What follows belongs to an exercise in optimizing a design on an open flow for small area, a short achievable clock period and few clock cycles; a production flow would make more cautious choices. The RTL was checked by simulation tests, not by an equivalence proof against the original design. No activity file was given, so power comes from the tool's default toggle rates.

<file path="design/flow/run.sh">
#!/bin/bash
# synth_recipe.tcl (not shown) runs the flow's synth.tcl, then flattens the netlist and writes it again
# the make line also repeats each setting of config.mk as NAME=value (left out here)
make -C /OpenROAD-flow-scripts/flow DESIGN_CONFIG=/design/flow/config.mk WORK_HOME=/design/flow/orfs CLKGATE_MAP_FILE= SYNTH_SCRIPT=/design/flow/synth_recipe.tcl finish
</file>
<file path="design/flow/config.mk">
export PLATFORM = sky130hd
export DESIGN_NAME = bbt_feistel
export DESIGN_NICKNAME = bbt_feistel
export VERILOG_FILES = /design/flow/design.v
export SDC_FILE = /design/flow/constraint.sdc
export NUM_CORES = 4
export LEC_CHECK = 0
export CAP_MARGIN = 20
export CORE_MARGIN = 2
export CORE_UTILIZATION = 40
export SLEW_MARGIN = 20
</file>
<file path="design/flow/constraint.sdc">
create_clock -name core_clock -period 8.0 [get_ports {clk}]
set_input_delay 1.6000 -clock core_clock [delete_from_list [all_inputs] [get_ports {clk}]]
set_output_delay 1.6000 -clock core_clock [all_outputs]
set_load 0.01 [all_outputs]
</file>
<file path="design/flow/design.v">
module bbt_feistel (
    input  wire         clk,
    input  wire         rst,
    input  wire         cmd_valid,
    output wire         cmd_ready,
    input  wire [2:0]   cmd_op,
    input  wire [31:0]  cmd_arg,
    input  wire [31:0]  cmd_a,
    input  wire [31:0]  cmd_b,
    input  wire [127:0] cmd_fkey,
    output reg          done,
    output reg          err,
    output reg  [31:0]  out_a,
    output reg  [31:0]  out_b,
    output reg          emit,
    output reg  [12:0]  kr_raddr,
    input  wire [31:0]  kr_rdata,
    output reg          kr_we,
    output reg  [12:0]  kr_waddr,
    output reg  [31:0]  kr_wdata
);
    localparam OP_KEY_COPY   = 3'd0;
    localparam OP_KEY_XOR    = 3'd1;
    localparam OP_DESCRAMBLE = 3'd2;
    localparam OP_BLOCK_ENC  = 3'd3;
    localparam OP_BLOCK_DEC  = 3'd4;
    localparam OP_SFUNC      = 3'd5;
    localparam OP_STREAM_BEG = 3'd6;
    localparam OP_STREAM_PR  = 3'd7;
    localparam S_IDLE  = 4'd0;
    localparam S_XRD   = 4'd1;     
    localparam S_XWR   = 4'd2;     
    localparam S_RKEY  = 4'd3;     
    localparam S_RS    = 4'd4;     
    localparam S_FIN   = 4'd5;     
    localparam S_DWA   = 4'd6;     
    localparam S_DWB   = 4'd7;     
    localparam S_DEND  = 4'd8;     
    localparam [12:0] K2_BASE = 13'h1000;
    reg [3:0]   state;
    reg [2:0]   op;
    reg         copied;           
    reg         ready;            
    reg [10:0]  k1len;
    reg [12:0]  k2len;
    reg         active;           
    reg [28:0]  pairs_left;
    reg [1:0]   pidx;             
    reg [1:0]   sub;              
    reg [12:0]  i;                
    reg         in_k2;            
    reg [127:0] fk;
    reg         fwd;              
    reg [4:0]   r;                
    reg [1:0]   tsel;             
    reg         fsel;             
    reg [31:0]  L, Rw, t;
    reg [31:0]  s0, s1, s2;
    assign cmd_ready = (state == S_IDLE);
    wire [4:0]  rkey   = fwd ? r : (5'd17 - r);
    wire [4:0]  wkey   = fwd ? (fsel ? 5'd16 : 5'd17) : (fsel ? 5'd1 : 5'd0);
    reg  [12:0] taddr;
    always @(*) begin
        case (tsel)
        2'd0:    taddr = K2_BASE + 13'h300 + {5'd0, t[7:0]};
        2'd1:    taddr = K2_BASE + 13'h200 + {5'd0, t[15:8]};
        2'd2:    taddr = K2_BASE + 13'h100 + {5'd0, t[23:16]};
        default: taddr = K2_BASE + 13'h000 + {5'd0, t[31:24]};
        endcase
    end
    wire [31:0] s_val  = s0 + (s1 ^ s2) + kr_rdata;    
    wire [31:0] fk_word = fk[32*i[1:0] +: 32];
    wire        len_ok = !cmd_arg[0] && cmd_arg[15:0] >= 16'd18 && cmd_arg[15:0] <= 16'd1024 &&
                         !cmd_arg[16] && cmd_arg[31:16] >= 16'd1024 && cmd_arg[31:16] <= 16'd4096;
    task start_block(input f, input [31:0] a, input [31:0] b);
        begin
            fwd   <= f;
            L     <= a;
            Rw    <= b;
            r     <= 5'd0;
            sub   <= 2'd0;
            state <= S_RKEY;
        end
    endtask
    always @(posedge clk) begin
        if (rst) begin
            state    <= S_IDLE;
            op       <= 3'd0;
            copied   <= 1'b0;
            ready    <= 1'b0;
            k1len    <= 11'd0;
            k2len    <= 13'd0;
            active   <= 1'b0;
            pairs_left <= 29'd0;
            pidx     <= 2'd0;
            done     <= 1'b0;
            err      <= 1'b0;
            out_a    <= 32'd0;
            out_b    <= 32'd0;
            emit     <= 1'b0;
            kr_raddr <= 13'd0;
            kr_we    <= 1'b0;
            kr_waddr <= 13'd0;
            kr_wdata <= 32'd0;
        end else begin
            done  <= 1'b0;
            kr_we <= 1'b0;
            case (state)
            S_IDLE: begin
                if (cmd_valid) begin
                    op  <= cmd_op;
                    err <= 1'b0;
                    case (cmd_op)
                    OP_KEY_COPY: begin
                        done <= 1'b1;
                        if (!len_ok) begin
                            err <= 1'b1;
                        end else begin
                            k1len      <= cmd_arg[10:0];
                            k2len      <= cmd_arg[28:16];
                            copied     <= 1'b1;
                            ready      <= 1'b0;
                            active     <= 1'b0;
                            pairs_left <= 29'd0;
                            emit       <= 1'b0;
                        end
                    end
                    OP_KEY_XOR: begin
                        if (!copied) begin
                            done <= 1'b1;
                            err  <= 1'b1;
                        end else begin
                            fk         <= cmd_fkey;
                            i          <= 13'd0;
                            sub        <= 2'd0;
                            ready      <= 1'b0;
                            active     <= 1'b0;
                            pairs_left <= 29'd0;
                            emit       <= 1'b0;
                            state      <= S_XRD;
                        end
                    end
                    OP_DESCRAMBLE: begin
                        if (!copied) begin
                            done <= 1'b1;
                            err  <= 1'b1;
                        end else begin
                            active     <= 1'b0;
                            pairs_left <= 29'd0;
                            emit       <= 1'b0;
                            i          <= 13'd0;
                            in_k2      <= 1'b0;
                            start_block(1'b1, 32'd0, 32'd0);
                        end
                    end
                    OP_BLOCK_ENC, OP_BLOCK_DEC: begin
                        if (!copied) begin
                            done <= 1'b1;
                            err  <= 1'b1;
                        end else begin
                            start_block(cmd_op == OP_BLOCK_ENC, cmd_a, cmd_b);
                        end
                    end
                    OP_SFUNC: begin
                        if (!copied) begin
                            done <= 1'b1;
                            err  <= 1'b1;
                        end else begin
                            t     <= cmd_arg;
                            tsel  <= 2'd0;
                            sub   <= 2'd0;
                            state <= S_RS;
                        end
                    end
                    OP_STREAM_BEG: begin
                        done <= 1'b1;
                        if (!ready || cmd_arg[2:0] != 3'd0) begin
                            err <= 1'b1;
                        end else begin
                            pairs_left <= cmd_arg[31:3];
                            pidx       <= 2'd0;
                            active     <= (cmd_arg[31:3] != 29'd0);
                            emit       <= 1'b0;
                        end
                    end
                    default: begin  
                        if (!active) begin
                            done <= 1'b1;
                            err  <= 1'b1;
                        end else begin
                            start_block(1'b0, cmd_a, cmd_b);
                        end
                    end
                    endcase
                end
            end
            S_XRD: begin
                if (sub == 2'd0) begin
                    kr_raddr <= i;
                    sub      <= 2'd1;
                end else if (sub == 2'd1) begin
                    sub <= 2'd2;
                end else begin
                    kr_we    <= 1'b1;
                    kr_waddr <= i;
                    kr_wdata <= kr_rdata ^ fk_word;
                    sub      <= 2'd0;
                    state    <= S_XWR;
                end
            end
            S_XWR: begin
                if (i == {2'd0, k1len} - 13'd1) begin
                    done  <= 1'b1;
                    state <= S_IDLE;
                end else begin
                    i     <= i + 13'd1;
                    state <= S_XRD;
                end
            end
            S_RKEY: begin
                if (sub == 2'd0) begin
                    kr_raddr <= {8'd0, rkey};
                    sub      <= 2'd1;
                end else if (sub == 2'd1) begin
                    sub <= 2'd2;
                end else begin
                    t     <= L ^ kr_rdata;
                    tsel  <= 2'd0;
                    sub   <= 2'd0;
                    state <= S_RS;
                end
            end
            S_RS: begin
                if (sub == 2'd0) begin
                    kr_raddr <= taddr;
                    sub      <= 2'd1;
                end else if (sub == 2'd1) begin
                    sub <= 2'd2;
                end else begin
                    sub  <= 2'd0;
                    tsel <= tsel + 2'd1;
                    case (tsel)
                    2'd0: s0 <= kr_rdata;
                    2'd1: s1 <= kr_rdata;
                    2'd2: s2 <= kr_rdata;
                    default: begin
                        if (op == OP_SFUNC) begin
                            out_a <= s_val;
                            done  <= 1'b1;
                            state <= S_IDLE;
                        end else begin
                            L  <= Rw ^ s_val;
                            Rw <= t;
                            r  <= r + 5'd1;
                            if (r == 5'd15) begin
                                fsel  <= 1'b0;
                                state <= S_FIN;
                            end else begin
                                state <= S_RKEY;
                            end
                        end
                    end
                    endcase
                end
            end
            S_FIN: begin
                if (sub == 2'd0) begin
                    kr_raddr <= {8'd0, wkey};
                    sub      <= 2'd1;
                end else if (sub == 2'd1) begin
                    sub <= 2'd2;
                end else begin
                    sub <= 2'd0;
                    if (!fsel) begin
                        Rw   <= Rw ^ kr_rdata;
                        fsel <= 1'b1;
                    end else begin
                        L <= L ^ kr_rdata;
                        case (op)
                        OP_DESCRAMBLE: state <= S_DWA;
                        OP_STREAM_PR: begin
                            out_a      <= Rw;
                            out_b      <= L ^ kr_rdata;
                            emit       <= pidx[1];
                            pidx       <= pidx[1] ? pidx : pidx + 2'd1;
                            pairs_left <= pairs_left - 29'd1;
                            active     <= (pairs_left != 29'd1);
                            done       <= 1'b1;
                            state      <= S_IDLE;
                        end
                        default: begin
                            out_a <= Rw;
                            out_b <= L ^ kr_rdata;
                            done  <= 1'b1;
                            state <= S_IDLE;
                        end
                        endcase
                    end
                end
            end
            S_DWA: begin
                kr_we    <= 1'b1;
                kr_waddr <= (in_k2 ? K2_BASE : 13'd0) + i;
                kr_wdata <= Rw;
                state    <= S_DWB;
            end
            S_DWB: begin
                kr_we    <= 1'b1;
                kr_waddr <= (in_k2 ? K2_BASE : 13'd0) + i + 13'd1;
                kr_wdata <= L;
                if (!in_k2 && i + 13'd2 == {2'd0, k1len}) begin
                    in_k2 <= 1'b1;
                    i     <= 13'd0;
                    start_block(1'b1, Rw, L);
                end else if (in_k2 && i + 13'd2 == k2len) begin
                    state <= S_DEND;
                end else begin
                    i <= i + 13'd2;
                    start_block(1'b1, Rw, L);
                end
            end
            S_DEND: begin
                out_a <= Rw;
                out_b <= L;
                ready <= 1'b1;
                done  <= 1'b1;
                state <= S_IDLE;
            end
            default: state <= S_IDLE;
            endcase
        end
    end
endmodule
</file>
==> summary.txt <==
[cell families (layout without fill, tap and decap cells)]
| logic type | count (synthesis) | in the layout | share of synthesized area [%] |
|---|---|---|---|
| multiplexers | 61 | 61 | 3.58 |
| AND/OR/NAND/NOR | 915 | 915 | 14.3 |
| buffers and inverters | 228 | 576 | 3.20 |
| flip-flops | 536 | 536 | 50.1 |
| adder cells (fa/ha/maj) | 75 | 75 | 4.16 |
| other | 0 | 1 | 0 |
| AO/OA/AOI/OAI | 685 | 685 | 16.1 |
| XOR/XNOR | 267 | 267 | 8.59 |
[synthesized netlist by cell type, drive strengths merged, types with 7 or more instances]
cell type | instances | share of area [%]
nor4 | 19 | 0.49
a311oi | 17 | 0.53
a221oi | 13 | 0.51
mux4 | 32 | 2.5
and3 | 15 | 0.35
o31ai | 7 | 0.20
nor2b | 39 | 0.86
dfxtp | 191 | 14
a21o | 19 | 0.50
nand2 | 360 | 4.8
a21oi | 225 | 4.0
buf | 39 | 0.70
o21ai | 126 | 2.2
nor2 | 301 | 4.0
o22ai | 10 | 0.22
edfxtp | 345 | 37
o21a | 8 | 0.21
a31oi | 14 | 0.33
clkbuf | 151 | 2.0
nor3 | 68 | 1.2
or3 | 12 | 0.27
xnor2 | 100 | 3.1
nand3 | 34 | 0.62
ha | 43 | 1.9
a32o | 12 | 0.42
a222oi | 49 | 1.7
a211oi | 136 | 3.7
fa | 32 | 2.3
and2 | 15 | 0.33
mux2i | 28 | 0.99
nand2b | 10 | 0.22
or4 | 9 | 0.24
inv | 37 | 0.49
nand4 | 8 | 0.20
xor2 | 161 | 5.0
[per-layer routing]
metal,up-vias,global-route usage [%],wire length (um)
li1,10700,-,-
met1,11600,36.9,41800
met2,1265,43.4,47100
met3,219,6.15,10300
met4,4,9.56,3780
met5,-,0,22
[state kept, by name (all words and copies together) (netlist names), 29 cells and up]
signal and count:
fk 128, L 32, Rw 32, kr_wdata 32, out_a 32, out_b 32, s0 32, s1 32
s2 32, t 32, pairs_left 29
[worst max-delay path: cells and delay by family]
kind	cells	cell delay (ns)
AOI/OAI and AO/OA	5	1.61
xor gates and xnor gates	1	0.29
adders and majority gates	3	1.20
buffers and inverters	2	0.66
and+or+nand+nor	3	0.38
[path summary, 6_finish.rpt]
check / endpoint / from
worst min-delay path: out_a[2] / out_a[2]
worst max register to register: Rw[9] / i[2]
worst max-delay path: L[25] / kr_rdata[1]
worst min register to register: out_a[2] / out_a[2]
[power breakdown]
part | switching [mW] | leakage, nW | total (mW) | internal (mW)
Combinational | 1.40 | 6.50 | 2.27 | 0.872
Clock | 1.21 | 1.04 | 2.96 | 1.75
Sequential | 0.327 | 4.67 | 3.56 | 3.23
Total | 2.94 | 12.2 | 8.79 | 5.86
[cell type report]
cell class	count	area, um^2
fill	6338	34900
sequential	536	14200
multi-input combinational	2003	13300
timing repair buffer	426	4180
clock buffer	75	1650
tap	940	1180
clock inverter	37	459
inverter	38	144
antenna	1	2.50
==> impl_results.md <==
- DR pass1 iterations: 8
- Clock Sinks: roughly 540
- Setup Buffers After CTS: 0
- Vias in the first global route: 23000
- Most common cell after layout, fill and taps aside: clkdlybuf4s50_1
- Mapped Cells: 2767
- Sum Neg Setup Slack: 0 ns
- Unrepaired setup endpoints after global routing: no
- Layout cells sized above 1: between 7 and 8%
- Max-cap violations: 0
- Hold-fix buffers, CTS: 0
- Cells after DPL: 3943
- Max VDD drop: 0.000200 V
- WHS Path Cells: 2
- H-tree depth: 2
- Clock slew at reported path FFs: 0.06 ns
- CP required: 8.47 ns
- CTS Buf Count: 59
- Overall Global Routing Usage: 27.4%
- DRT Wirelength: 103000 um
- Reg2Reg Setup Slack: 3.73 ns
- Slew HR: 28.8%
- Hold slack: 0.466 ns
- Final net count: between 3000 and 4000
- Initial drt markers: 2913
- Fin. max-slew vios: 0
- Synthesis Warnings: 1
- Crit. End Element: register
- Pwr dens: about 250 mW/mm^2
- Async set-or-reset flop fraction in the synthesized netlist: 0%
- CP Class: in2reg
- Initial Utilization: 40.4%
- Register area share after synthesis: 50.1%
- Placed Area: approximately 0.033 mm^2
- Total die area: 0.0729 mm^2
- Clock Latency Late Sink: 0.66 ns
- Setup WS post-layout: 2.70 ns
- Crit-path max FO: 8
- Remaining DRCs: 0
- Die W: between 200 and 300 um
- EDFF count, synth: roughly 350
- First-pass GRT wire length: 151000 um
- Non-filler cells, final: 4056
- Congestion Overflow GR: 0
- Max incr delay on CP: 0.62 ns
- Avg Inst Size Synth: 10.2 um^2
- Final Power: just under 9 mW
- Worst EP arrival: 5.77 ns
- Total core area: ~0.07 mm^2
- CP Cell Sequence: clkdlybuf4s50_1, fa_1, ha_1, inv_1, fa_1, nor2b_1, o2111ai_1, a21oi_1, nor3_1, o211ai_1, a21oi_1, xnor2_1, nor3_1, a211oi_1
- Startpoint Class: input pin
- Top_reg_cell synth: edfxtp_1
- Clock Skew: 0.0212 ns
- Yosys reg bits: roughly 540
- CTS root buffer: clkbuf_16
- Via count: 23800
- Largest net degree at the start of global routing: 129
- Worst Tran Pin Value: 1.07 ns
- I/O pins: 389
- Input/output buffers: 388
- Final Hold Viols: 0
- Clock buffer depth: 3
- Post-DP HPWL: a little over 70000 um
- Yosys cell types: 85
- Leak: 12.2 nW
- Post-route ant nets: 0
- Worst Hold Class: reg2reg
- Die height: 270 um
- CTS tree: built
- Final Setup Violations: 0
- # rows: 97
- Design Area, Final: 0.0351 mm^2
- Vias/cell: 5.86
- Initial antenna violation count: 4
- Worst path slowest cell: fa_1
- Most frequent cells in the layout: clkdlybuf4s50_1 (387), nand2_1 (356), edfxtp_1 (345), nor2_1 (298), a21oi_1 (223)
- DP Worst Slack: about 2.2 ns
- Drt wl/cell: between 20 and 30 um
- Synthesized area: 0.0283 mm^2
- GP Congestion: 0.940
- Status: no timing/DRC/antenna violations
- P&R area growth vs syn: 24.0%
- Tcrit/Tclk final: around 66%
- FF-to-FF path depth: 11
- Post-Syn Nets: 3104
- # resized after CTS: 0
- Final design utilization: 50.1%
- Max Clk Rate: 189 MHz
- Post-layout min period: 5.30 ns
Testbench counts, summed over its fixed seeds: cycles 1,265,488.

## port drivers added, routing unchanged
The results above use ideal ports. As a check the final layout listed here was re-extracted and re-timed, cells and wires unchanged. Step 1, drivers: a clkbuf_16 drives clk and a buf_2 each remaining input, both assumed. Step 2 times the ports against the registers' clock, not the clock port: input delays grow and output delays shrink by t, the midpoint of the rising clock arrivals with the driver on. a / b / c = no drivers / after step 1 / after step 2; a / b = the first two.
t (ns): 0.713
setup slack, ns: 2.700 / 2.733 / 2.020
hold slack, ns: 0.466 / 0.466 / 0.466
worst register clock-pin slew, ns: 0.07 / 0.07
cell pins on the clock port's net: 1
After both steps this run still meets setup and hold. For this run, drivers alone change the setup slack by +0.033 ns; drivers and shift together by -0.680 ns.
